Background: an optimization exercise with open tools, aiming at small area, a short achievable clock period and few clock cycles. Do not read the settings as production practice.
Where RTL was checked, it was by simulation tests only, not by an equivalence proof against the original.
Function not checked in run 6: the RTL went through the layout flow alone.
No activity file was given, so power comes from the tool's default toggle rates.

==> design.v <==
module elf_cu (
    input  wire        clk,
    input  wire        rst,
    input  wire        in_valid,
    output wire        in_ready,
    input  wire [1:0]  in_op,
    input  wire [63:0] in_data,
    input  wire [6:0]  in_nbits,
    output wire        out_valid,
    input  wire        out_ready,
    output wire [63:0] out_data,
    output wire        out_last,
    output wire [3:0]  out_bytes
);
    localparam [63:0] END_SIGN = 64'h7FF8000000000000;
    localparam [1:0] OP_ADD     = 2'd0;
    localparam [1:0] OP_CLOSE   = 2'd1;
    localparam [1:0] OP_PUTBITS = 2'd2;
    localparam [1:0] OP_REFRESH = 2'd3;
    function [6:0] ctz64;
        input [63:0] a;
        reg [63:0] pre;    
        reg [63:0] oh;     
        reg [5:0]  n;
        begin
            pre = a;
            pre = pre | (pre << 1);
            pre = pre | (pre << 2);
            pre = pre | (pre << 4);
            pre = pre | (pre << 8);
            pre = pre | (pre << 16);
            pre = pre | (pre << 32);
            oh = a & ~(pre << 1);
            n[0] = |(oh & 64'hAAAAAAAAAAAAAAAA);
            n[1] = |(oh & 64'hCCCCCCCCCCCCCCCC);
            n[2] = |(oh & 64'hF0F0F0F0F0F0F0F0);
            n[3] = |(oh & 64'hFF00FF00FF00FF00);
            n[4] = |(oh & 64'hFFFF0000FFFF0000);
            n[5] = |(oh & 64'hFFFFFFFF00000000);
            ctz64 = pre[63] ? {1'b0, n} : 7'd64;
        end
    endfunction
    function [2:0] lzcode;
        input [63:0] a;
        begin
            if (a[63:40] == 24'd0)      lzcode = 3'd7;
            else if (a[63:42] == 22'd0) lzcode = 3'd6;
            else if (a[63:44] == 20'd0) lzcode = 3'd5;
            else if (a[63:46] == 18'd0) lzcode = 3'd4;
            else if (a[63:48] == 16'd0) lzcode = 3'd3;
            else if (a[63:52] == 12'd0) lzcode = 3'd2;
            else if (a[63:56] == 8'd0)  lzcode = 3'd1;
            else                        lzcode = 3'd0;
        end
    endfunction
    function [4:0] lzbucket;
        input [2:0] c;
        begin
            case (c)
                3'd0:    lzbucket = 5'd0;
                3'd1:    lzbucket = 5'd8;
                3'd2:    lzbucket = 5'd12;
                3'd3:    lzbucket = 5'd16;
                3'd4:    lzbucket = 5'd18;
                3'd5:    lzbucket = 5'd20;
                3'd6:    lzbucket = 5'd22;
                default: lzbucket = 5'd24;
            endcase
        end
    endfunction
    function [6:0] kconst;
        input [1:0] c;
        input [2:0] lc;
        reg   [6:0] b;
        begin
            case (lc)
                3'd0:    b = 7'd73;
                3'd1:    b = 7'd65;
                3'd2:    b = 7'd61;
                3'd3:    b = 7'd57;
                3'd4:    b = 7'd55;
                3'd5:    b = 7'd53;
                3'd6:    b = 7'd51;
                default: b = 7'd49;
            endcase
            kconst = c[1] ? b + 7'd2 : b;
        end
    endfunction
    reg  adv;         
    reg  in_rdy;      
    wire adv_n;
    wire s0_v_n;
    assign in_ready = in_rdy;
    wire in_fire = in_valid && in_rdy;
    reg        first;
    reg [63:0] stored_val;
    reg        s0_v;
    reg [1:0]  s0_op;
    reg [63:0] s0_x;
    reg        s0_put;     
    reg        s0_first;   
    reg [6:0]  s0_sa;      
    wire [6:0]  n0c = (in_nbits > 7'd64) ? 7'd64 : in_nbits;
    wire [63:0] v0c = (in_op == OP_CLOSE) ? END_SIGN : in_data;
    wire [63:0] x0c = in_op[1] ? in_data : (stored_val ^ v0c);
    assign s0_v_n = in_fire || (s0_v && !adv);
    always @(posedge clk) begin
        if (in_rdy) begin
            s0_op    <= in_op;
            s0_x     <= x0c;
            s0_put   <= (in_op == OP_PUTBITS);
            s0_first <= first;
            s0_sa    <= (in_op == OP_PUTBITS) ? (7'd64 - n0c) : 7'd0;
        end
    end
    always @(posedge clk) begin
        if (rst) begin
            first      <= 1'b1;
            stored_val <= 64'd0;
        end else if (in_fire) begin
            if (in_op == OP_ADD) begin
                first      <= 1'b0;
                stored_val <= in_data;
            end else if (in_op == OP_CLOSE || in_op == OP_REFRESH) begin
                first      <= 1'b1;
                stored_val <= 64'd0;
            end
        end
    end
    wire        put1c = s0_put;
    wire        val1c = !s0_op[1];
    wire [63:0] x1c   = s0_x;
    wire [2:0]  lc1c  = lzcode(x1c);
    wire [6:0]  tz1c  = ctz64(x1c);
    wire        xz1c  = (x1c == 64'd0);
    wire        z56 = (x1c[63:56] == 8'd0);
    wire        z52 = (x1c[63:52] == 12'd0);
    wire        z48 = (x1c[63:48] == 16'd0);
    wire        z46 = (x1c[63:46] == 18'd0);
    wire        z44 = (x1c[63:44] == 20'd0);
    wire        z42 = (x1c[63:42] == 22'd0);
    wire        z40 = (x1c[63:40] == 24'd0);
    wire        raw1c = put1c || s0_first;
    wire [4:1]  bsh = {z48, z40 | (z56 & ~z48), (z52 & ~z48) | (z44 & ~z40),
                       (z46 & ~z44) | (z42 & ~z40)};
    wire [6:0]  sa1c  = raw1c ? s0_sa : {2'b00, bsh, 1'b0};
    wire [63:0] ya1c  = s0_sa[6] ? 64'd0 : (s0_sa[5] ? (x1c << 32) : x1c);
    wire [63:0] yb1c  = s0_sa[0] ? (ya1c << 1) : ya1c;
    wire [63:0] yc1c  = sa1c[4] ? (yb1c << 16) : yb1c;
    wire [63:0] yd1c  = sa1c[3] ? (yc1c << 8) : yc1c;
    wire [63:0] ye1c  = sa1c[2] ? (yd1c << 4) : yd1c;
    wire [63:0] y1c   = sa1c[1] ? (ye1c << 2) : ye1c;
    reg        sm1c;
    always @* begin
        case (lc1c)
            3'd0:    sm1c = (x1c[47:0] == 48'd0);
            3'd1:    sm1c = (x1c[39:0] == 40'd0);
            3'd2:    sm1c = (x1c[35:0] == 36'd0);
            3'd3:    sm1c = (x1c[31:0] == 32'd0);
            3'd4:    sm1c = (x1c[29:0] == 30'd0);
            3'd5:    sm1c = (x1c[27:0] == 28'd0);
            3'd6:    sm1c = (x1c[25:0] == 26'd0);
            default: sm1c = (x1c[23:0] == 24'd0);
        endcase
    end
    reg [6:0]  k1c;
    reg        kt1c;
    reg [1:0]  hs1c;       
    always @* begin
        k1c  = 7'd0;
        kt1c = 1'b0;
        hs1c = 2'd0;
        if (put1c) begin
            k1c = 7'd64 - s0_sa;
        end else if (val1c) begin
            if (s0_first) begin
                k1c  = 7'd71;
                kt1c = 1'b1;
                hs1c = 2'd1;
            end else if (xz1c) begin
                k1c = 7'd2;
            end else if (sm1c) begin
                k1c  = kconst(2'd1, lc1c);
                kt1c = 1'b1;
                hs1c = 2'd2;
            end else begin
                k1c  = kconst(2'd2, lc1c);
                kt1c = 1'b1;
                hs1c = 2'd3;
            end
        end
    end
    reg        s1_v;
    reg [1:0]  s1_op;
    reg [63:0] s1_y;       
    reg [1:0]  s1_hs;
    reg [6:0]  s1_k;
    reg        s1_kt;
    reg [2:0]  s1_lc;
    reg [6:0]  s1_tz;
    reg        s1_val;     
    reg        s1_first;
    reg        s1_xz;
    reg        s1_cr;      
    always @(posedge clk) begin
        if (adv) begin
            s1_op    <= s0_op;
            s1_y     <= y1c;
            s1_hs    <= hs1c;
            s1_k     <= k1c;
            s1_kt    <= kt1c;
            s1_lc    <= lc1c;
            s1_tz    <= tz1c;
            s1_val   <= val1c;
            s1_first <= s0_first;
            s1_xz    <= xz1c;
            s1_cr    <= val1c && !s0_first && !xz1c;
        end
    end
    reg        win_v;
    reg [2:0]  w_lc;
    reg [5:0]  w_tz;
    reg [6:0]  w_len;      
    wire [4:0]  lz2    = lzbucket(s1_lc);
    wire [6:0]  cb2    = 7'd64 - {2'b00, lz2} - {1'b0, s1_tz[5:0]};
    wire [6:0]  nlen2  = s1_k - (s1_kt ? s1_tz : 7'd0);
    wire        reuse  = s1_cr && win_v && (s1_lc == w_lc) && (s1_tz[5:0] >= w_tz);
    reg [10:0] hdr2c;      
    always @* begin
        hdr2c = 11'd0;
        if (s1_val) begin
            case (s1_hs)
                2'd1:    hdr2c = {s1_tz, 4'd0};
                2'd2:    hdr2c = {2'b10, s1_lc, cb2[3:0], 2'b00};
                2'd3:    hdr2c = {2'b11, s1_lc, cb2[5:0]};
                default: hdr2c = s1_xz ? {2'b01, 9'd0} : 11'd0;
            endcase
        end
    end
    wire [74:0] ypad2  = {s1_y, 11'd0};
    reg  [74:0] pnew2;
    always @* begin
        case (s1_hs)
            2'd0:    pnew2 = ypad2;
            2'd1:    pnew2 = ypad2 >> 7;
            2'd2:    pnew2 = ypad2 >> 9;
            default: pnew2 = ypad2 >> 11;
        endcase
    end
    wire [74:0] code2c = reuse ? (ypad2 >> 2) : ({hdr2c, 64'd0} | pnew2);
    wire [6:0]  len2c  = reuse ? w_len : nlen2;
    reg        s2_v;
    reg [1:0]  s2_op;
    reg [74:0] s2_code;
    reg [6:0]  s2_len;
    always @(posedge clk) begin
        if (adv) begin
            s2_op   <= s1_op;
            s2_code <= code2c;
            s2_len  <= len2c;
        end
    end
    always @(posedge clk) begin
        if (rst) begin
            win_v <= 1'b0;
        end else if (adv && s1_v) begin
            if (s1_op == OP_CLOSE || s1_op == OP_REFRESH) begin
                win_v <= 1'b0;
            end else if (s1_cr && !reuse) begin
                win_v <= 1'b1;
                w_lc  <= s1_lc;
                w_tz  <= s1_tz[5:0];
                w_len <= 7'd66 - {2'b00, lz2} - {1'b0, s1_tz[5:0]};
            end
        end
    end
    always @(posedge clk) begin
        if (rst) begin
            s1_v <= 1'b0;
            s2_v <= 1'b0;
        end else if (adv) begin
            s1_v <= s0_v;
            s2_v <= s1_v;
        end
    end
    reg [5:0]  p;          
    reg [63:0] cur;        
    reg [10:0] ext;        
    reg        st_full;    
    reg        st_flush;   
    reg        st_close;   
    wire [138:0] w3    = {s2_code, 64'd0} >> p;
    wire [7:0]   tot3  = {2'b00, p} + {1'b0, s2_len};
    wire [63:0]  word0 = cur | w3[138:75];
    wire take3 = adv && s2_v;
    wire busy3 = st_full || st_flush;
    reg        q0_v, q1_v;
    reg [63:0] q0_d, q1_d;
    reg        q0_l, q1_l;
    reg [3:0]  q0_b, q1_b;
    reg        push;
    reg [63:0] push_d;
    reg        push_l;
    reg [3:0]  push_b;
    reg [5:0]  p_n;
    reg [63:0] cur_n;
    reg [10:0] ext_n;
    reg        st_full_n, st_flush_n, st_close_n;
    always @* begin
        push   = 1'b0;
        push_d = word0;
        push_l = 1'b0;
        push_b = 4'd8;
        p_n    = p;
        cur_n  = cur;
        ext_n  = ext;
        st_full_n  = st_full;
        st_flush_n = st_flush;
        st_close_n = st_close;
        if (busy3) begin
            if (!q1_v) begin
                push   = 1'b1;
                push_d = cur;
                if (st_full) begin
                    push_l = st_close && (p == 6'd0);
                    push_b = 4'd8;
                    cur_n  = {ext, 53'd0};
                    st_full_n = 1'b0;
                    if (st_close) begin
                        if (p == 6'd0) begin
                            cur_n = 64'd0;
                            st_close_n = 1'b0;
                        end else begin
                            st_flush_n = 1'b1;
                        end
                    end
                end else begin
                    push_l = 1'b1;
                    push_b = {1'b0, 3'd0} + (({1'b0, p[5:0]} + 7'd7) >> 3);
                    cur_n  = 64'd0;
                    p_n    = 6'd0;
                    st_flush_n = 1'b0;
                    st_close_n = 1'b0;
                end
            end
        end else if (take3) begin
            if (s2_op == OP_REFRESH) begin
                cur_n = 64'd0;
                p_n   = 6'd0;
            end else if (tot3 < 8'd64) begin
                if (s2_op == OP_CLOSE) begin
                    push   = 1'b1;
                    push_l = 1'b1;
                    push_b = (tot3[6:0] + 7'd7) >> 3;
                    cur_n  = 64'd0;
                    p_n    = 6'd0;
                end else begin
                    cur_n = word0;
                    p_n   = tot3[5:0];
                end
            end else begin
                push   = 1'b1;
                push_l = (s2_op == OP_CLOSE) && (tot3 == 8'd64);
                cur_n  = w3[74:11];
                p_n    = tot3[5:0];
                if (tot3 < 8'd128) begin
                    if (s2_op == OP_CLOSE) begin
                        if (tot3 == 8'd64) begin
                            cur_n = 64'd0;
                        end else begin
                            st_flush_n = 1'b1;
                            st_close_n = 1'b1;
                        end
                    end
                end else begin
                    ext_n      = w3[10:0];
                    st_full_n  = 1'b1;
                    st_close_n = (s2_op == OP_CLOSE);
                end
            end
        end
    end
    always @(posedge clk) begin
        if (rst) begin
            p        <= 6'd0;
            cur      <= 64'd0;
            st_full  <= 1'b0;
            st_flush <= 1'b0;
            st_close <= 1'b0;
        end else begin
            p        <= p_n;
            cur      <= cur_n;
            st_full  <= st_full_n;
            st_flush <= st_flush_n;
            st_close <= st_close_n;
        end
        ext <= ext_n;
    end
    wire pop = q0_v && out_ready;
    reg  q0_v_n, q1_v_n;
    always @* begin
        q0_v_n = q0_v;
        q1_v_n = q1_v;
        if (q1_v) begin
            if (pop) q1_v_n = 1'b0;
        end else if (!q0_v || pop) begin
            q0_v_n = push;
        end else if (push) begin
            q1_v_n = 1'b1;
        end
    end
    always @(posedge clk) begin
        if (q1_v) begin
            if (pop) begin
                q0_d <= q1_d;
                q0_l <= q1_l;
                q0_b <= q1_b;
            end
        end else if (!q0_v || pop) begin
            q0_d <= push_d;
            q0_l <= push_l;
            q0_b <= push_b;
        end else if (push) begin
            q1_d <= push_d;
            q1_l <= push_l;
            q1_b <= push_b;
        end
    end
    always @(posedge clk) begin
        if (rst) begin
            q0_v <= 1'b0;
            q1_v <= 1'b0;
        end else begin
            q0_v <= q0_v_n;
            q1_v <= q1_v_n;
        end
    end
    assign out_valid = q0_v;
    assign out_data  = q0_d;
    assign out_last  = q0_l;
    assign out_bytes = q0_b;
    assign adv_n = !st_full_n && !st_flush_n && !q1_v_n;
    always @(posedge clk) begin
        if (rst) begin
            adv    <= 1'b1;
            in_rdy <= 1'b1;
            s0_v   <= 1'b0;
        end else begin
            adv    <= adv_n;
            in_rdy <= !s0_v_n || adv_n;
            s0_v   <= s0_v_n;
        end
    end
endmodule
==> flow/run.sh <==
#!/bin/bash
# Standard layout with: timing repair aiming for SETUP_SLACK_MARGIN ns of setup slack (a
# shorter period than the 11 ns clock; constraints unchanged), buf_2 as the port buffers,
# and a clock tree of clkbuf_8 without dummy loads.
set -euo pipefail
bash standard.sh SETUP_SLACK_MARGIN=7.5 \
  "BUFFER_PORTS_ARGS=-buffer_cell sky130_fd_sc_hd__buf_2" \
  "CTS_ARGS=-sink_clustering_enable -repair_clock_nets -dont_use_dummy_load -buf_list sky130_fd_sc_hd__clkbuf_8 -sink_clustering_size 16 -sink_clustering_max_diameter 60" \
  finish > standard_flow.log 2>&1
==> standard.sh <==
#!/bin/bash
# synth_recipe.tcl (not shown) runs the flow's synth.tcl, then flattens the netlist and writes it again
# the make line also repeats each setting of config.mk as NAME=value (left out here)
make -C /OpenROAD-flow-scripts/flow DESIGN_CONFIG=/design/flow/config.mk WORK_HOME=/design/flow/orfs CLKGATE_MAP_FILE= SYNTH_SCRIPT=/design/flow/synth_recipe.tcl "${@:-finish}"
==> config.mk <==
export PLATFORM = sky130hd
export DESIGN_NAME = elf_cu
export DESIGN_NICKNAME = elf_cu
export VERILOG_FILES = /design/flow/design.v
export SDC_FILE = /design/flow/constraint.sdc
export NUM_CORES = 4
export LEC_CHECK = 0
export CAP_MARGIN = 20
export CORE_MARGIN = 2
export CORE_UTILIZATION = 40
export SLEW_MARGIN = 20
==> constraint.sdc <==
create_clock -name core_clock -period 11.0 [get_ports {clk}]
set_input_delay 2.2000 -clock core_clock [delete_from_list [all_inputs] [get_ports {clk}]]
set_output_delay 2.2000 -clock core_clock [all_outputs]
set_load 0.01 [all_outputs]
==> results of run 1 <==
[power breakdown]
| group | switching (mW) | internal (mW) | total, mW |
|---|---|---|---|
| Combinational | 1.04 | 0.775 | 1.82 |
| Clock | 0.668 | 0.411 | 1.08 |
| Sequential | 0.247 | 2.58 | 2.83 |
| Total | 1.96 | 3.77 | 5.73 |
[flip-flops by register name (all words and copies together), names as in the netlist, 3 cells and up]
| signal | flops |
|---|---|
| s2_code | 75 |
| cur | 64 |
| q0_d | 64 |
| q1_d | 64 |
| s0_x | 64 |
| s1_y | 64 |
| stored_val | 64 |
| ext | 10 |
| s0_sa | 7 |
| s1_k | 7 |
| s2_len | 7 |
| w_len | 7 |
| p | 6 |
| s1_tz | 6 |
| w_tz | 5 |
| q0_b | 4 |
| q1_b | 4 |
| s1_lc | 3 |
| w_lc | 3 |
[final cells by class]
type / count / area (µm²)
fill: 8461 / 49500
multi-input combinational: 2627 / 19300
sequential: 556 / 15300
timing repair buffer: 244 / 1720
tap: 1165 / 1460
clock buffer: 51 / 702
inverter: 75 / 285
antenna: 2 / 5.00
[what timing repair did]
item	4_1_cts	5_1_grt
endpoints found under the hold margin	0	0
pin swaps	3	6
endpoints found under the setup margin	441	303
buffers inserted	8	36
resized for setup	56	49
cloned	2	5
[metal layers]
metal	part of all wire, %	global-route usage, %
met2	48	39.0
met5	0	0
met4	4.4	8.47
met1	43	31.0
met3	5.0	2.92
[final timing paths]
path / start / endpoint / slack, ns / depth (start not counted)
setup / recovery: q0_d[42] / out_data[42] / 7.52 / 1
setup reg to reg: p[4] / q0_d[56] / 7.56 / 6
hold reg to reg: s1_op[1] / s2_op[1] / 0.41 / 0
hold / removal: s1_op[1] / s2_op[1] / 0.41 / 0
[per-stage QoR]
step	hold slack (ns)	cells
finish	0.408	4720
global route	0.418	4719
CTS	0.412	4676
detailed placement	0.413	4615
global placement	0.406	4613
floorplan	0.400	3513
[placed cells by master, fill, tap and decap left out, types with 36 or more instances in the layout]
cell,instances
nand2_1,316
a21oi_1,222
o22ai_1,40
edfxtp_1,410
a311oi_1,57
nor3_1,64
mux2_2,220
mux4_2,121
dfxtp_1,137
mux2i_1,235
buf_2,145
ha_1,36
inv_1,68
buf_4,76
a211oi_1,36
o21ai_0,175
nand3_1,38
nor2_1,443
nor2b_1,69
clkbuf_8,53
a22oi_1,113
[cells by family (layout without fill, tap and decap cells)]
group,after synthesis,after routing,share of synthesized area (%)
xor+xnor,31,31,0.764
mux,579,580,21.4
buf+inv,332,370,3.78
fa+ha+maj,40,40,1.49
flops,556,556,42.9
compound gates,902,902,16.3
other cells,0,2,0
simple gates,1073,1074,13.4
==> impl_metrics.toml, run 1 <==
[run_status]
outcome = "timing/DRC/antenna clean"

[logic_synthesis]
yosysWarnings = 1
async_flop_share_pct = 0
yosysSeqAreaShare_pct = 42.9
synth_commonest_cells = "nor2_1 (452), edfxtp_1 (410), nand2_1 (318)"
synth_area_per_cell_um2 = 10.1
synth_ff_type = "edfxtp_1"
synth_seq_cells = 556
synth_edf_count = 410
synth_fp_nets = 3630
yosysUniqueCellTypes = 86
yosys-top-cells-area = "edfxtp_1 (35%), dfxtp_1 (8.2%), mux4_2 (7.7%)"
netlist_instances = 3513
yosysTopAreaCellShare_pct = 34.7
syn-cell-area_um2 = 35500
yosysMostFrequentCell = "nor2_1"
synth_largest_area_cell = "edfxtp_1"

[place]
place_ws_ns = 6.49
place.gp.congestion = 0.972
numPortBuffers = 147
dp_hpwl_mm = 78.2
placed_area_um2 = 37200

[floorplanning]
die_area_um2 = 91200
initial_core_util_pct = 40.3
die_h_um = 302
row_count = 109
pin_count = 148
die_width_um = 302
core_area_um2 = 88200

[setup_path]
critPathKind = "register to output pin"
crit_buf_inv = 1
endpoint_kind = "output pin"
slowest_delay_ns = 0.44
worst_ep_required_time_ns = 8.80
start_kind = "register"
cp_max_fo = 1
cp_top_family = "flip-flops"
worstPathArrival_ns = 1.28
slowest_stage = "edfxtp_1"
cp_cell_sequence = "buf_2"

[timing]
finalSetupTns_ns = 0
max_freq_mhz = 287
hold_viol_final = 0
tightest_slew_ns = 1.09
period_share_pct = 31.6
clock_skew_ns = 0.0858
rsz0062_at_grt = "yes"
slew_viol_final = 0
setup_viol = 0
slew_headroom_pct = 27.2
period_needed_ns = 3.48
setup_ws_ns = 7.52

[run]
maxCapViolations = 0

[layout]
finalInstanceArea_um2 = 38800
area_growth_pct = 9.15
drive_above_1_share_pct = 20.5
nets = 3672
utilization_pct = 43.9

[global_route]
grt_usage_pct = 23.3
antenna_found_initial = 1
grt_pass1_vias = 27027
grt_pass1_wl_mm = 166
grt_max_degree = 77
grt_overflow = 0

[clock_tree]
clock_path_buffers = 3
htreeDepth = 2
cts-buffers-inserted = 51
clock-sinks = 556
cts_hold_buf = 0
cts_tree = "yes"
clkTransAtPathRegs_ns = 0.09
clk_latency_ns = 0.69
root_buffer = "clkbuf_8"

[detailed_routing]
final_antenna_net_count = 0
route.final.wire_length_mm = 110
drcViolationCount = 0
vias = 28485
via_per_inst = 6.03
wl_per_cell_um = 23.3
firstDrtPassIters = 6
first_iter_violations = 2684

[power]
power_density_nw_per_um2 = 148
p_total_mw = 5.73
irDropWorstVdd_v = 0.000116
p_leak_nw = 14.2

[hold_path]
hp-class = "register to register"
Testbench counts, summed over its fixed seeds: cycles 39,274.
==> run 2: changes to the inputs <==
==> flow/run.sh (replaced) <==
#!/bin/bash
# Standard layout with: timing repair aiming for SETUP_SLACK_MARGIN ns of setup slack (a
# shorter period than the 11 ns clock; constraints unchanged), buf_2 as the port buffers,
# and a clock tree of clkbuf_8 without dummy loads.
set -euo pipefail
bash standard.sh SETUP_SLACK_MARGIN=7.42 \
  "BUFFER_PORTS_ARGS=-buffer_cell sky130_fd_sc_hd__buf_2" \
  "CTS_ARGS=-sink_clustering_enable -repair_clock_nets -dont_use_dummy_load -buf_list sky130_fd_sc_hd__clkbuf_8 -sink_clustering_size 16 -sink_clustering_max_diameter 60" \
  finish > standard_flow.log 2>&1
==> impl_metrics.toml, run 2 <==
[setup_path]
start_kind = "register"
critPathKind = "register to register"
cp_max_fo = 32
reg2reg_slack_ns = 7.47
slowest_delay_ns = 0.61
endpoint = "s1_y[1]"
cp_cell_sequence = "or4_1, nor2_1, a21oi_2, mux2_2, bufbuf_16, nor2_1, nand2_1, nor4_1"
crit_start = "s0_x[53]"
slowest_stage = "or4_1"
path_common_cell = "nor2_1"
worst_ep_required_time_ns = 11.35
timing.rr.end = "s1_y[1]"
endpoint_kind = "register"
worstReg2RegStart = "s0_x[53]"
worstPathArrival_ns = 3.88
reg2regPathDepth = 8

[timing]
clock_skew_ns = 0.110
period_share_pct = 32.1
slew_viol_final = 0
hold_viol_final = 0
tightest_slew_ns = 1.14
rsz0062_at_grt = "yes"
setup_viol = 0
finalSetupTns_ns = 0
period_needed_ns = 3.53
max_freq_mhz = 283
slew_headroom_pct = 23.4

[global_route]
grt_pass1_vias = 26491
grt_pass1_wl_mm = 163
antenna_found_initial = 1
grt_overflow = 0
grt_max_degree = 74
grt_usage_pct = 22.7

[floorplanning]
core_area_um2 = 88200
pin_count = 148
die_area_um2 = 91200
die_h_um = 302
die_width_um = 302
row_count = 109
initial_core_util_pct = 40.3

[hold_path]
hp-class = "register to register"

[run_status]
outcome = "timing/DRC/antenna clean"

[place]
place.gp.congestion = 0.976
numPortBuffers = 147
place_inst = 4617
dp_hpwl_mm = 76.4

[detailed_routing]
final_antenna_net_count = 0
firstDrtPassIters = 8
route.final.wire_length_mm = 106
via_per_inst = 6.02
first_iter_violations = 2611
drcViolationCount = 0
wl_per_cell_um = 22.6
vias = 28324

[layout]
largest_reg_flops = 75
layout_commonest_cell = "nor2_1"
drive_above_1_share_pct = 19.8
area_growth_pct = 8.44
nets = 3655
largest_register = "s2_code"
final_cell_mix = "nor2_1 (446), edfxtp_1 (410), nand2_1 (316)"
finalNonFillerCells = 4702

[logic_synthesis]
yosysTopAreaCellShare_pct = 34.7
yosysMostFrequentCell = "nor2_1"
yosysUniqueCellTypes = 86
synth_commonest_cells = "nor2_1 (452), edfxtp_1 (410), nand2_1 (318)"
async_flop_share_pct = 0
synth_fp_nets = 3630
synth_ff_type = "edfxtp_1"
yosysSeqAreaShare_pct = 42.9
netlist_instances = 3513
synth_seq_cells = 556
yosysWarnings = 1
synth_edf_count = 410
synth_area_per_cell_um2 = 10.1
synth_largest_area_cell = "edfxtp_1"
syn-cell-area_um2 = 35500
yosys-top-cells-area = "edfxtp_1 (35%), dfxtp_1 (8.2%), mux4_2 (7.7%)"

[clock_tree]
root_buffer = "clkbuf_8"
cts_tree = "yes"
clock_path_buffers = 3
clock-sinks = 556
clk_latency_ns = 0.69
cts_hold_buf = 0
clkTransAtPathRegs_ns = 0.10
cts-buffers-inserted = 54
htreeDepth = 2

[run]
maxCapViolations = 0

[power]
p_leak_nw = 14.1
irDropWorstVdd_v = 0.000117
p_total_mw = 5.69
power_density_nw_per_um2 = 148
run 2: layout make-up:
type                            instances  area [µm²]
Multi-Input combinational cell       2626       19200
Fill cell                            8471       49700
Inverter                               75         284
Tap cell                             1165        1460
Clock buffer                           54         743
Antenna cell                            1        2.50
Sequential cell                       556       15300
Timing Repair Buffer                  225        1540
run 2: cells by family after synthesis:
logic type                 Yosys count  share of synthesized area (%)
DFF                                556                           42.9
xor gates and xnor gates            31                          0.764
AOI/OAI and AO/OA                  902                           16.3
muxes                              579                           21.4
and+or+nand+nor                   1073                           13.4
adders and majority gates           40                           1.49
buffers and inverters              332                           3.78
run 2: worst min-delay path by stage:
stage | from | endpoint | slack [ns] | cells after the start
6_report | first | s0_first | 0.40 | 0
5_1_grt | first | s0_first | 0.40 | 0
4_1_cts | first | s0_first | 0.39 | 0
3_5_place_dp | first | s0_first | 0.41 | 0
3_3_place_gp | first | s0_first | 0.41 | 0
2_1_floorplan | s0_op[0] | s1_op[0] | 0.40 | 0
run 2: what timing repair did:
action | in CTS | in global routing
resized for setup | 44 | 31
endpoints found under the setup margin | 446 | 320
cloned | 1 | 3
pin swaps | 2 | 3
buffers inserted | 5 | 21
run 2: worst max-delay path, delay by kind of cell (launching register included):
| kind | cells | cell delay, ns |
|---|---|---|
| muxes | 1 | 0.35 |
| and+or+nand+nor | 5 | 1.81 |
| AOI/OAI and AO/OA | 1 | 0.13 |
| DFF | 1 | 0.59 |
| buffers and inverters | 1 | 0.34 |
run 2: per-stage QoR:
stage	setup slack (ns)	hold slack, ns	utilization (%)	area (µm²)
final	7.47	0.399	43.6	38500
after global routing	7.40	0.402	43.6	38500
after CTS	7.31	0.393	43.3	38200
after detailed placement	6.39	0.410	42.1	37200
after global placement	6.47	0.409	42.1	37100
after floorplan	6.54	0.400	-	35600
run 2: power by group:
| group | internal [mW] | switching, mW |
|---|---|---|
| Combinational | 0.753 | 1.00 |
| Sequential | 2.58 | 0.245 |
| Clock | 0.434 | 0.668 |
run 2: metal layers:
metal  share of wire, %  global-route usage [%]  vias to the layer above
li1                   -                       -                    13289
met1                 43                    30.6                    13730
met2                 48                    38.0                     1099
met3                5.9                    2.67                      206
met4                3.8                    7.67                        0
met5                  0                       0                        -
==> run 3: changes to the inputs <==
==> flow/run.sh (replaced) <==
#!/bin/bash
# Standard layout with: timing repair aiming for SETUP_SLACK_MARGIN ns of setup slack (a
# shorter period than the 11 ns clock; constraints unchanged), buf_2 as the port buffers,
# and a clock tree of clkbuf_8 without dummy loads.
set -euo pipefail
bash standard.sh SETUP_SLACK_MARGIN=7.58 \
  "BUFFER_PORTS_ARGS=-buffer_cell sky130_fd_sc_hd__buf_2" \
  "CTS_ARGS=-sink_clustering_enable -repair_clock_nets -dont_use_dummy_load -buf_list sky130_fd_sc_hd__clkbuf_8 -sink_clustering_size 16 -sink_clustering_max_diameter 60" \
  finish > standard_flow.log 2>&1
--- a/config.mk
+++ b/config.mk
@@ -8,4 +8,5 @@
 export CAP_MARGIN = 20
 export CORE_MARGIN = 2
 export CORE_UTILIZATION = 40
+export PLACE_DENSITY = 0.7
 export SLEW_MARGIN = 20
==> impl_metrics.toml, run 3 <==
[global_route]
grt_pass1_wl_mm = 159
grt_max_degree = 78
grt_usage_pct = 22.1
grt_overflow = 0
antenna_found_initial = 2
grt_pass1_vias = 26727

[setup_path]
reg2reg_slack_ns = 7.65
reg2regPathDepth = 11
cp_max_fo = 1
endpoint_kind = "output pin"
worst_ep_required_time_ns = 8.80
timing.rr.end = "cur[42]"
critPathKind = "register to output pin"
slowest_delay_ns = 0.41
cp_cell_sequence = "buf_2"
start_kind = "register"
cp_top_family = "flip-flops"
slowest_stage = "edfxtp_1"
worstReg2RegStart = "p[0]"
worstPathArrival_ns = 1.29
crit_buf_inv = 1

[logic_synthesis]
netlist_instances = 3513
synth_fp_nets = 3630
yosysTopAreaCellShare_pct = 34.7
synth_ff_type = "edfxtp_1"
yosysWarnings = 1
synth_largest_area_cell = "edfxtp_1"
yosys-top-cells-area = "edfxtp_1 (35%), dfxtp_1 (8.2%), mux4_2 (7.7%)"
synth_edf_count = 410
syn-cell-area_um2 = 35500
synth_area_per_cell_um2 = 10.1
synth_seq_cells = 556
yosysMostFrequentCell = "nor2_1"
yosysUniqueCellTypes = 86
yosysSeqAreaShare_pct = 42.9
async_flop_share_pct = 0
synth_commonest_cells = "nor2_1 (452), edfxtp_1 (410), nand2_1 (318)"

[floorplanning]
die_area_um2 = 91200
pin_count = 148
die_width_um = 302
die_h_um = 302
row_count = 109
core_area_um2 = 88200
initial_core_util_pct = 40.3

[timing]
tightest_slew_ns = 1.13
setup_viol = 0
max_freq_mhz = 286
period_share_pct = 31.7
rsz0062_at_grt = "yes"
slew_headroom_pct = 23.6
clock_skew_ns = 0.145
period_needed_ns = 3.49
hold_viol_final = 0
finalSetupTns_ns = 0
slew_viol_final = 0

[run]
maxCapViolations = 0

[hold_path]
hold_end = "s2_op[1]"
holdPathStages = 0
hp-class = "register to register"
holdCritStartpoint = "s1_op[1]"

[layout]
largest_reg_flops = 75
finalInstanceArea_um2 = 38800
layout_commonest_cell = "nor2_1"
fillers = 8391
final_cell_mix = "nor2_1 (441), edfxtp_1 (410), nand2_1 (316)"
utilization_pct = 43.9
nets = 3671
largest_register = "s2_code"
area_growth_pct = 9.13
drive_above_1_share_pct = 20.7
finalNonFillerCells = 4718

[clock_tree]
htreeDepth = 2
cts_hold_buf = 0
cts_tree = "yes"
clock-sinks = 556
clock_path_buffers = 3
cts-buffers-inserted = 52
clkTransAtPathRegs_ns = 0.09
clk_latency_ns = 0.73
root_buffer = "clkbuf_8"

[detailed_routing]
wl_per_cell_um = 22.2
first_iter_violations = 2626
vias = 28745
route.final.wire_length_mm = 105
drcViolationCount = 0
via_per_inst = 6.09
final_antenna_net_count = 0
firstDrtPassIters = 6

[power]
power_density_nw_per_um2 = 148
p_leak_nw = 14.2
irDropWorstVdd_v = 0.000114

[place]
placed_area_um2 = 37100
dp_hpwl_mm = 75.7
numPortBuffers = 147
place.gp.congestion = 0.987
place_inst = 4612

[run_status]
outcome = "timing/DRC/antenna clean"
## run 3: cell count changes in the layout (fill, tap and decap cells not counted), sizes merged
| cell | previous run | this run |
|---|---|---|
| clkinvlp | 0 | 2 |
| nand2b | 23 | 24 |
| inv | 73 | 71 |
| buf | 222 | 235 |
| or3 | 8 | 9 |
| bufbuf | 1 | 2 |
## run 3: logic make-up after synthesis
family / share of synthesized area, %
AND/OR/NAND/NOR: 13.4
AO/OA/AOI/OAI: 16.3
multiplexers: 21.4
flip-flops: 42.9
buffers and inverters: 3.78
adder cells (fa/ha/maj): 1.49
XOR/XNOR: 0.764
## run 3: final cells by class
cell class | instances | area (µm²) | area share, %
repair buffers | 241 | 1690 | 4.37
flip-flops and latches | 556 | 15300 | 39.4
well taps | 1165 | 1460 | 3.76
diodes | 1 | 2.50 | 0.00646
inverters | 75 | 292 | 0.752
clock buffers | 52 | 716 | 1.85
multi-input cells | 2628 | 19300 | 49.9
## run 3: per-layer routing
| layer | vias to the layer above | track usage [%] | part of all wire, % | wire, µm |
|---|---|---|---|---|
| met1 | 13940 | 29.1 | 41 | 43300 |
| met4 | 2 | 7.99 | 4.1 | 4300 |
| li1 | 13344 | - | - | - |
| met3 | 242 | 3.15 | 6.9 | 7250 |
| met2 | 1217 | 37.1 | 48 | 50000 |
| met5 | - | 0 | 0.010 | 11 |
## run 3: per-stage QoR
step,setup WS [ns],hold WS (ns),power [mW]
final,7.51,0.407,5.73
after detailed placement,6.44,0.410,4.58
after global placement,6.54,0.404,4.55
after CTS,7.46,0.405,5.67
after global routing,7.48,0.425,5.99
after floorplan,6.54,0.400,3.95
## run 3: worst max-delay path by stage
stage | cells past startpoint | end | startpoint
after floorplan | 5 | q1_b[0] | adv
after global placement | 5 | s0_x[5] | in_op[1]
after detailed placement | 5 | s0_x[4] | in_op[1]
after CTS | 1 | out_data[15] | q0_d[15]
after global routing | 1 | out_data[27] | q0_d[27]
final | 1 | out_data[27] | q0_d[27]
## run 3: power by group
| group | switching [mW] | internal, mW | total (mW) |
|---|---|---|---|
| logic | 1.04 | 0.772 | 1.82 |
| clock network | 0.668 | 0.418 | 1.09 |
| registers | 0.241 | 2.58 | 2.83 |
| total | 1.95 | 3.77 | 5.73 |
## run 3: repair_timing
item,CTS,global route
setup endpoints to repair,538,324
gates resized for setup,52,51
cloned,2,6
buffers inserted,14,31
pin swaps,5,4
==> run 4: changes to the inputs <==
--- a/config.mk
+++ b/config.mk
@@ -8,5 +8,4 @@
 export CAP_MARGIN = 20
 export CORE_MARGIN = 2
 export CORE_UTILIZATION = 40
-export PLACE_DENSITY = 0.7
 export SLEW_MARGIN = 20
==> impl_metrics.toml, run 4 <==
[logic_synthesis]
synth_largest_area_cell = "edfxtp_1"
synth_edf_count = 410
netlist_instances = 3513
async_flop_share_pct = 0
yosysTopAreaCellShare_pct = 34.7
yosys-top-cells-area = "edfxtp_1 (35%), dfxtp_1 (8.2%), mux4_2 (7.7%)"
synth_fp_nets = 3630
synth_commonest_cells = "nor2_1 (452), edfxtp_1 (410), nand2_1 (318)"
synth_area_per_cell_um2 = 10.1
yosysSeqAreaShare_pct = 42.9
synth_ff_type = "edfxtp_1"
yosysUniqueCellTypes = 86
yosysWarnings = 1
synth_seq_cells = 556
syn-cell-area_um2 = 35500
yosysMostFrequentCell = "nor2_1"

[run]
maxCapViolations = 0

[setup_path]
slowest_delay_ns = 0.39
critPathKind = "register to output pin"
cp_cell_sequence = "buf_2"
endpoint_kind = "output pin"
worstPathArrival_ns = 1.26
slowest_stage = "edfxtp_1"
start_kind = "register"
cp_max_fo = 1
crit_buf_inv = 1
cp_top_family = "flip-flops"
worst_ep_required_time_ns = 8.80

[clock_tree]
clock_path_buffers = 3
clock-sinks = 556
cts_tree = "yes"
htreeDepth = 2
root_buffer = "clkbuf_8"
cts_hold_buf = 0
clk_latency_ns = 0.71
clkTransAtPathRegs_ns = 0.10
cts-buffers-inserted = 55

[place]
numPortBuffers = 147
place.gp.congestion = 1.01
dp_hpwl_mm = 79.3

[floorplanning]
die_h_um = 302
core_area_um2 = 88200
die_width_um = 302
row_count = 109
initial_core_util_pct = 40.3
die_area_um2 = 91200
pin_count = 148

[global_route]
antenna_found_initial = 2
grt_pass1_vias = 26722
grt_usage_pct = 23.9
grt_overflow = 0
grt_max_degree = 87
grt_pass1_wl_mm = 169

[timing]
slew_viol_final = 0
period_share_pct = 31.4
period_needed_ns = 3.46
setup_viol = 0
hold_viol_final = 0
tightest_slew_ns = 1.10
max_freq_mhz = 289
slew_headroom_pct = 26.3
clock_skew_ns = 0.104
rsz0062_at_grt = "yes"
finalSetupTns_ns = 0

[power]
comb_power_share_pct = 31.7
p_leak_nw = 14.4
internal_power_mw = 3.82
irDropWorstVdd_v = 0.000110
swShare_pct = 34.8
power.switching_mw = 2.03
seqPwrFrac_pct = 48.8
clock_power_share_pct = 19.5
power_density_nw_per_um2 = 150

[layout]
area_growth_pct = 10.1
drive_above_1_share_pct = 21.5
multi_input_comb_area_um2 = 19400
fillers = 8409
ff_latch_area_um2 = 15300
layout_commonest_cell = "nor2_1"
largest_reg_flops = 75
utilization_pct = 44.3
largest_register = "s2_code"
nets = 3688
final_cell_mix = "nor2_1 (438), edfxtp_1 (410), nand2_1 (315)"

[detailed_routing]
firstDrtPassIters = 5
vias = 29173
wl_per_cell_um = 23.9
first_iter_violations = 3277
via_per_inst = 6.16
drcViolationCount = 0
final_antenna_net_count = 0
route.final.wire_length_mm = 113

[hold_path]
hp-class = "register to register"

[run_status]
outcome = "timing/DRC/antenna clean"
==> run 4: cell types whose count changed in the layout (fill, tap and decap cells not counted), sizes merged <==
cell	before	now
inv	71	73
buf	235	246
clkbuf	56	63
clkinvlp	2	0
bufbuf	2	3
or3	9	8
nand2b	24	23
==> run 4: path summary, 6_finish.rpt <==
check / endpoint / slack (ns) / startpoint / depth (start not counted)
max: out_data[38] / 7.54 / q0_d[38] / 1
min: s2_op[1] / 0.44 / s1_op[1] / 0
max reg2reg: s1_y[20] / 7.66 / s0_x[47] / 8
min reg2reg: s2_op[1] / 0.44 / s1_op[1] / 0
==> run 4: kinds of logic (layout without fill, tap and decap cells) <==
group	Yosys count	after routing	synth area share, %
simple gates	1073	1074	13.4
compound gates	902	902	16.3
fa+ha+maj	40	40	1.49
buf+inv	332	387	3.78
xor+xnor	31	31	0.764
mux	579	579	21.4
other cells	0	1	0
flops	556	556	42.9
==> run 4: layout make-up <==
type | count | share of cell area (%)
clock buffers | 55 | 1.94
flip-flops and latches | 556 | 39.0
inverters | 75 | 0.727
repair buffers | 257 | 4.88
multi-input cells | 2626 | 49.7
diodes | 1 | 0.00640
well taps | 1165 | 3.73
==> run 4: what timing repair did <==
| item | 4_1_cts | 5_1_grt |
|---|---|---|
| resized for setup | 62 | 77 |
| endpoints found under the setup margin | 543 | 441 |
| pin swaps | 7 | 10 |
| buffers inserted | 19 | 38 |
| gates cloned | 4 | 5 |
==> run 4: power by group through the flow <==
| stage | logic [mW] | registers, mW | clock network (mW) |
|---|---|---|---|
| floorplan | 1.14 | 2.81 | 0 |
| global placement | 1.71 | 2.89 | 0 |
| detailed placement | 1.72 | 2.90 | 0 |
| CTS | 1.75 | 2.85 | 1.17 |
| global route | 2.00 | 2.89 | 1.24 |
| finish | 1.86 | 2.85 | 1.14 |
==> run 4: through the flow <==
step | power [mW] | setup WS [ns] | instances | hold WS (ns) | area [µm²]
final | 5.85 | 7.54 | 4735 | 0.437 | 39100
after global routing | 6.12 | 7.47 | 4735 | 0.452 | 39100
after CTS | 5.77 | 7.49 | 4691 | 0.440 | 38400
after detailed placement | 4.62 | 6.51 | 4613 | 0.416 | 37100
after global placement | 4.61 | 6.56 | 4613 | 0.410 | 37100
after floorplan | 3.95 | 6.54 | 3513 | 0.400 | 35600
==> run 4: metal layers <==
metal | routed length [µm] | GRT usage [%] | vias to the layer above
met2 | 49800 | 36.4 | 1260
met3 | 8800 | 3.79 | 163
li1 | - | - | 13360
met4 | 2820 | 5.95 | 0
met5 | 0 | 0 | -
met1 | 51600 | 35.5 | 14390
==> run 5: changes to the inputs <==
==> flow/run.sh (replaced) <==
#!/bin/bash
# Standard layout with: timing repair aiming for SETUP_SLACK_MARGIN ns of setup slack (a
# shorter period than the 11 ns clock; constraints unchanged), buf_2 as the port buffers,
# and a clock tree of clkbuf_8 without dummy loads.
set -euo pipefail
bash standard.sh SETUP_SLACK_MARGIN=7.66 \
  "BUFFER_PORTS_ARGS=-buffer_cell sky130_fd_sc_hd__buf_2" \
  "CTS_ARGS=-sink_clustering_enable -repair_clock_nets -dont_use_dummy_load -buf_list sky130_fd_sc_hd__clkbuf_8 -sink_clustering_size 16 -sink_clustering_max_diameter 60" \
  finish > standard_flow.log 2>&1
==> impl_metrics.toml, run 5 <==
[logic_synthesis]
synth_largest_area_cell = "edfxtp_1"
yosysWarnings = 1
netlist_instances = 3513
synth_seq_cells = 556
yosys-top-cells-area = "edfxtp_1 (35%), dfxtp_1 (8.2%), mux4_2 (7.7%)"
yosysMostFrequentCell = "nor2_1"
synth_fp_nets = 3630
yosysTopAreaCellShare_pct = 34.7
synth_area_per_cell_um2 = 10.1
synth_ff_type = "edfxtp_1"
syn-cell-area_um2 = 35500
synth_edf_count = 410
synth_commonest_cells = "nor2_1 (452), edfxtp_1 (410), nand2_1 (318)"
async_flop_share_pct = 0
yosysSeqAreaShare_pct = 42.9
yosysUniqueCellTypes = 86

[setup_path]
cp_cell_sequence = "buf_6"
worst_ep_required_time_ns = 8.80
worstPathArrival_ns = 1.35
endpoint_kind = "output pin"
start_kind = "register"
cp_max_fo = 1
cp_top_family = "flip-flops"
crit_buf_inv = 1
slowest_delay_ns = 0.47
slowest_stage = "edfxtp_1"
critPathKind = "register to output pin"

[timing]
clock_skew_ns = 0.142
hold_viol_final = 0
slew_viol_final = 0
tightest_slew_ns = 1.01
max_freq_mhz = 281
whs_ns = 0.415
setup_viol = 0
period_share_pct = 32.3
finalSetupTns_ns = 0
period_needed_ns = 3.55
rsz0062_at_grt = "yes"
slew_headroom_pct = 32.0

[detailed_routing]
first_iter_violations = 3605
via_per_inst = 6.13
final_antenna_net_count = 0
route.final.wire_length_mm = 115
drcViolationCount = 0
vias = 29279
firstDrtPassIters = 6
wl_per_cell_um = 24.0

[floorplanning]
row_count = 109
initial_core_util_pct = 40.3
core_area_um2 = 88200
die_h_um = 302
die_width_um = 302
pin_count = 148
die_area_um2 = 91200

[clock_tree]
cts_tree = "yes"
cts-buffers-inserted = 55
htreeDepth = 2
root_buffer = "clkbuf_8"
clkTransAtPathRegs_ns = 0.10
cts_hold_buf = 0
clock-sinks = 556
clk_latency_ns = 0.73
clock_path_buffers = 3

[place]
place_inst = 4616
dp_hpwl_mm = 81.1
place.gp.congestion = 0.975
numPortBuffers = 147

[layout]
largest_register = "s2_code"
area_growth_pct = 11.5
finalNonFillerCells = 4774
largest_reg_flops = 75
nets = 3727
drive_above_1_share_pct = 22.9
layout_commonest_cell = "nor2_1"
final_cell_mix = "nor2_1 (438), edfxtp_1 (410), nand2_1 (313)"

[hold_path]
hp-class = "register to register"

[power]
p_leak_nw = 14.6
power_density_nw_per_um2 = 148
irDropWorstVdd_v = 0.000110

[global_route]
grt_max_degree = 76
grt_overflow = 0
grt_usage_pct = 24.4
grt_pass1_wl_mm = 172
grt_pass1_vias = 27176
antenna_found_initial = 1

[run_status]
outcome = "timing/DRC/antenna clean"

[run]
maxCapViolations = 0
## run 5: per-layer routing
layer,GRT usage [%],vias up,wire length [µm]
met4,6.48,0,3290
met1,35.9,14456,52000
met2,37.4,1197,50600
met3,3.71,182,8950
li1,-,13444,-
met5,0,-,0
## run 5: through the flow
stage                     worst slack, ns  power (mW)  cell area (µm²)  util [%]
after detailed placement             6.48        4.62            37200      42.1
after CTS                            7.40        5.79            38700      43.8
after global placement               6.57        4.61            37200      42.1
final                                7.45        5.87            39600      44.9
after global routing                 7.39        6.14            39600      44.9
after floorplan                      6.54        3.95            35600         -
## run 5: path summary, 6_finish.rpt
check	cells past startpoint	startpoint	endpoint	slack [ns]
worst min register to register	0	s0_op[0]	s1_op[0]	0.42
worst min-delay path	0	s0_op[0]	s1_op[0]	0.42
worst max register to register	11	s0_x[41]	s1_y[63]	7.67
worst max-delay path	1	q0_d[22]	out_data[22]	7.45
## run 5: cell type report
type                            instances  area [µm²]
Inverter                               75         295
Timing Repair inverter                  1        7.51
Sequential cell                       556       15300
Antenna cell                            1        2.50
Tap cell                             1165        1460
Clock buffer                           55         757
Fill cell                            8342       48600
Multi-Input combinational cell       2625       19500
Timing Repair Buffer                  296        2290
## run 5: repair_timing
item                                    in CTS  in global routing
buffers inserted                            36                 56
resized for setup                           75                 91
endpoints found under the setup margin     527                397
pin swaps                                    9                 13
gates cloned                                 5                  5
## run 5: cell families (layout without fill, tap and decap cells)
| family | Yosys count | after routing | synth area share, % |
|---|---|---|---|
| XOR/XNOR | 31 | 31 | 0.764 |
| buffers and inverters | 332 | 427 | 3.78 |
| AO/OA/AOI/OAI | 902 | 902 | 16.3 |
| AND/OR/NAND/NOR | 1073 | 1073 | 13.4 |
| multiplexers | 579 | 579 | 21.4 |
| flip-flops | 556 | 556 | 42.9 |
| other | 0 | 1 | 0 |
| adder cells (fa/ha/maj) | 40 | 40 | 1.49 |
## run 5: power breakdown
part           total, mW  leakage, nW  switching, mW  internal [mW]
Sequential          2.85         5.61          0.268           2.58
Combinational       1.89         8.59           1.07          0.813
Clock               1.13        0.395          0.684          0.441
==> run 6: changes to the inputs <==
--- a/design.v
+++ b/design.v
@@ -102,7 +102,8 @@
     reg [6:0]  s0_sa;      
     wire [6:0]  n0c = (in_nbits > 7'd64) ? 7'd64 : in_nbits;
     wire [63:0] v0c = (in_op == OP_CLOSE) ? END_SIGN : in_data;
-    wire [63:0] x0c = in_op[1] ? in_data : (stored_val ^ v0c);
+    wire [63:0] d0c = (n0c <= 7'd32) ? {in_data[31:0], 32'd0} : in_data;
+    wire [63:0] x0c = in_op[1] ? d0c : (stored_val ^ v0c);
     assign s0_v_n = in_fire || (s0_v && !adv);
     always @(posedge clk) begin
         if (in_rdy) begin
@@ -144,7 +145,7 @@
     wire [4:1]  bsh = {z48, z40 | (z56 & ~z48), (z52 & ~z48) | (z44 & ~z40),
                        (z46 & ~z44) | (z42 & ~z40)};
     wire [6:0]  sa1c  = raw1c ? s0_sa : {2'b00, bsh, 1'b0};
-    wire [63:0] ya1c  = s0_sa[6] ? 64'd0 : (s0_sa[5] ? (x1c << 32) : x1c);
+    wire [63:0] ya1c  = s0_sa[6] ? 64'd0 : x1c;
     wire [63:0] yb1c  = s0_sa[0] ? (ya1c << 1) : ya1c;
     wire [63:0] yc1c  = sa1c[4] ? (yb1c << 16) : yb1c;
     wire [63:0] yd1c  = sa1c[3] ? (yc1c << 8) : yc1c;
==> flow/run.sh (replaced) <==
#!/bin/bash
# Standard layout with: timing repair aiming for SETUP_SLACK_MARGIN ns of setup slack (a
# shorter period than the 11 ns clock; constraints unchanged), buf_2 as the port buffers,
# and a clock tree of clkbuf_8 without dummy loads.
set -euo pipefail
bash standard.sh SETUP_SLACK_MARGIN=7.58 \
  "BUFFER_PORTS_ARGS=-buffer_cell sky130_fd_sc_hd__buf_2" \
  "CTS_ARGS=-sink_clustering_enable -repair_clock_nets -dont_use_dummy_load -buf_list sky130_fd_sc_hd__clkbuf_8 -sink_clustering_size 16 -sink_clustering_max_diameter 60" \
  finish > standard_flow.log 2>&1
==> impl_metrics.toml, run 6 <==
[timing]
period_share_pct = 32.1
slew_viol_final = 0
max_freq_mhz = 283
tightest_slew_ns = 1.05
finalSetupTns_ns = 0
period_needed_ns = 3.53
slew_headroom_pct = 29.6
setup_ws_ns = 7.47
rsz0062_at_grt = "yes"
setup_viol = 0
hold_viol_final = 0
clock_skew_ns = 0.168

[setup_path]
crit_buf_inv = 1
crit_start = "q0_d[33]"
endpoint_kind = "output pin"
reg2regPathDepth = 8
start_kind = "register"
reg2reg_slack_ns = 7.61
timing.rr.end = "s1_y[30]"
cp_cell_sequence = "buf_2"
worstReg2RegStart = "s0_x[60]"
worstPathArrival_ns = 1.33
critPathKind = "register to output pin"
cp_max_fo = 1
cp_top_family = "flip-flops"
slowest_stage = "edfxtp_1"
crit_cells = 1
slowest_delay_ns = 0.44
endpoint = "out_data[33]"
worst_ep_required_time_ns = 8.80

[run_status]
outcome = "timing/DRC/antenna clean"

[power]
irDropWorstVdd_v = 0.0000917
p_leak_nw = 14.7
power_density_nw_per_um2 = 154

[place]
dp_hpwl_mm = 83.3
numPortBuffers = 147
place.gp.congestion = 0.998
place_ws_ns = 6.07
placed_area_um2 = 38100

[logic_synthesis]
synth_commonest_cells = "edfxtp_1 (410), nor2_1 (383), nand2_1 (340)"
yosysMostFrequentCell = "edfxtp_1"
synth_fp_nets = 3684
yosys-top-cells-area = "edfxtp_1 (34%), mux4_2 (8.6%), dfxtp_1 (8.0%)"
synth_largest_area_cell = "edfxtp_1"
synth_edf_count = 410
syn-cell-area_um2 = 36400
yosysWarnings = 1
yosysTopAreaCellShare_pct = 33.8
yosysUniqueCellTypes = 86
synth_area_per_cell_um2 = 10.2
yosysSeqAreaShare_pct = 41.8
synth_seq_cells = 556
synth_ff_type = "edfxtp_1"
async_flop_share_pct = 0
netlist_instances = 3567

[layout]
final_cell_mix = "edfxtp_1 (410), nor2_1 (374), nand2_1 (332)"
layout_commonest_cell = "edfxtp_1"
nets = 3754
fillers = 8496
ff_latch_area_um2 = 15300
largest_register = "s2_code"
finalInstanceArea_um2 = 40400
drive_above_1_share_pct = 22.5
area_growth_pct = 10.8
largest_reg_flops = 75
multi_input_comb_area_um2 = 20400

[run]
maxCapViolations = 0

[clock_tree]
clk_latency_ns = 0.75
clkTransAtPathRegs_ns = 0.09
cts_tree = "yes"
htreeDepth = 2
clock_path_buffers = 3
cts_hold_buf = 0
root_buffer = "clkbuf_8"
clock-sinks = 556
cts-buffers-inserted = 57

[detailed_routing]
wl_met3_mm = 7.25
wl_met1_mm = 49.5
via_per_inst = 6.18
top_layer_used = "met4"
drcViolationCount = 0
first_iter_violations = 3158
wl_per_cell_um = 24.8
final_antenna_net_count = 0
wl_met2_mm = 55.9
route.final.wire_length_mm = 119
firstDrtPassIters = 5
vias = 29747

[floorplanning]
initial_core_util_pct = 40.4
die_area_um2 = 93500
row_count = 110
core_area_um2 = 90100
die_h_um = 306
pin_count = 148
die_width_um = 306

[global_route]
grt_usage_pct = 24.4
grt_max_degree = 95
antenna_found_initial = 2
grt_pass1_vias = 28025
grt_overflow = 0
grt_pass1_wl_mm = 178

[hold_path]
holdCritStartpoint = "s1_op[1]"
hp-class = "register to register"
run 6: cell types whose count changed after synthesis, sizes merged, moves of 18 or more:
cell    before  now
nor2       453  383
a311oi      57    5
xnor2       21   73
o21ai      211  161
a31oi       21   51
o22ai       40   69
nor2b       69   47
nand2      319  340
o21a         3   23
mux4       121  139
run 6: worst min-delay path by stage:
stage	depth (start not counted)	to
2_1_floorplan	0	s1_op[0]
3_3_place_gp	0	s2_op[1]
3_5_place_dp	0	s2_op[1]
4_1_cts	0	s2_op[1]
5_1_grt	0	s2_op[1]
6_report	0	s2_op[1]
run 6: metal layers:
metal  up-vias  GRT usage [%]
li1      13636              -
met1     14626           32.1
met4         0           11.9
met5         -              0
met2      1217           39.9
met3       268           3.21
run 6: repair_timing:
item	in CTS	in global routing
gates resized for setup	94	57
pin swaps	14	19
setup buffers	40	26
gates cloned	5	8
endpoints found under the setup margin	501	327
run 6: layout make-up:
class                   count  area share (%)
clock buffers              57            1.94
multi-input cells        2682            50.6
flip-flops and latches    556            37.8
repair buffers            272            5.31
diodes                      2          0.0124
inverters                  68           0.657
well taps                1176            3.65
run 6: cells by family (layout without fill, tap and decap cells):
family / count (synthesis) / in the layout / synth area share, %
AND/OR/NAND/NOR: 1067 / 1069 / 13.1
AO/OA/AOI/OAI: 892 / 893 / 15.9
multiplexers: 596 / 596 / 21.9
flip-flops: 556 / 556 / 41.8
buffers and inverters: 332 / 397 / 3.71
XOR/XNOR: 84 / 84 / 2.02
adder cells (fa/ha/maj): 40 / 40 / 1.46
other: 0 / 2 / 0
run 6: power breakdown:
part	internal, mW	total (mW)	switching, mW
registers	2.62	2.90	0.282
clock network	0.457	1.16	0.700
logic	0.936	2.14	1.20
run 6: per-stage QoR:
step | power (mW) | util, % | hold WS [ns] | cells
2_1_floorplan | 4.18 | - | 0.400 | 3567
3_3_place_gp | 4.90 | 42.2 | 0.405 | 4675
3_5_place_dp | 4.90 | 42.2 | 0.407 | 4675
4_1_cts | 6.13 | 44.1 | 0.254 | 4777
5_1_grt | 6.48 | 44.8 | 0.267 | 4813
6_report | 6.20 | 44.8 | 0.265 | 4813

[port drivers added, routing unchanged]
How much do the figures lean on ideal ports? The routed layouts below were timed once more, with nothing changed but the port constraints. Step 1: set_driving_cell puts a clkbuf_16 on clk and a buf_2 on each other input, an assumption about the parent block. Step 2 times the ports against the registers' clock, not the clock port: input delays grow and output delays shrink by t, the midpoint of the rising clock arrivals with the driver on. a / b / c = no drivers / after step 1 / after step 2; a / b = the first two.
run	t (ns)	setup slack, ns	worst register clock-pin slew, ns	worst data-port slew with drivers (ns)	cell pins on the clock port's net
run 1	0.703	7.521 / 7.463 / 6.946	0.11 / 0.11	0.06	1
run 2	0.692	7.466 / 7.463 / 6.938	0.10 / 0.10	0.07	1
run 3	0.712	7.508 / 7.452 / 6.948	0.11 / 0.11	0.08	1
run 4	0.720	7.542 / 7.484 / 7.065	0.11 / 0.11	0.07	1
run 5	0.721	7.446 / 7.386 / 7.067	0.10 / 0.10	0.08	1
run 6	0.728	7.470 / 7.410 / 6.848	0.10 / 0.10	0.06	1
After both steps every run listed still meets setup and hold. The setup slack of run 6, which loses most, moves by -0.060 ns with the drivers and by -0.622 ns with both steps.
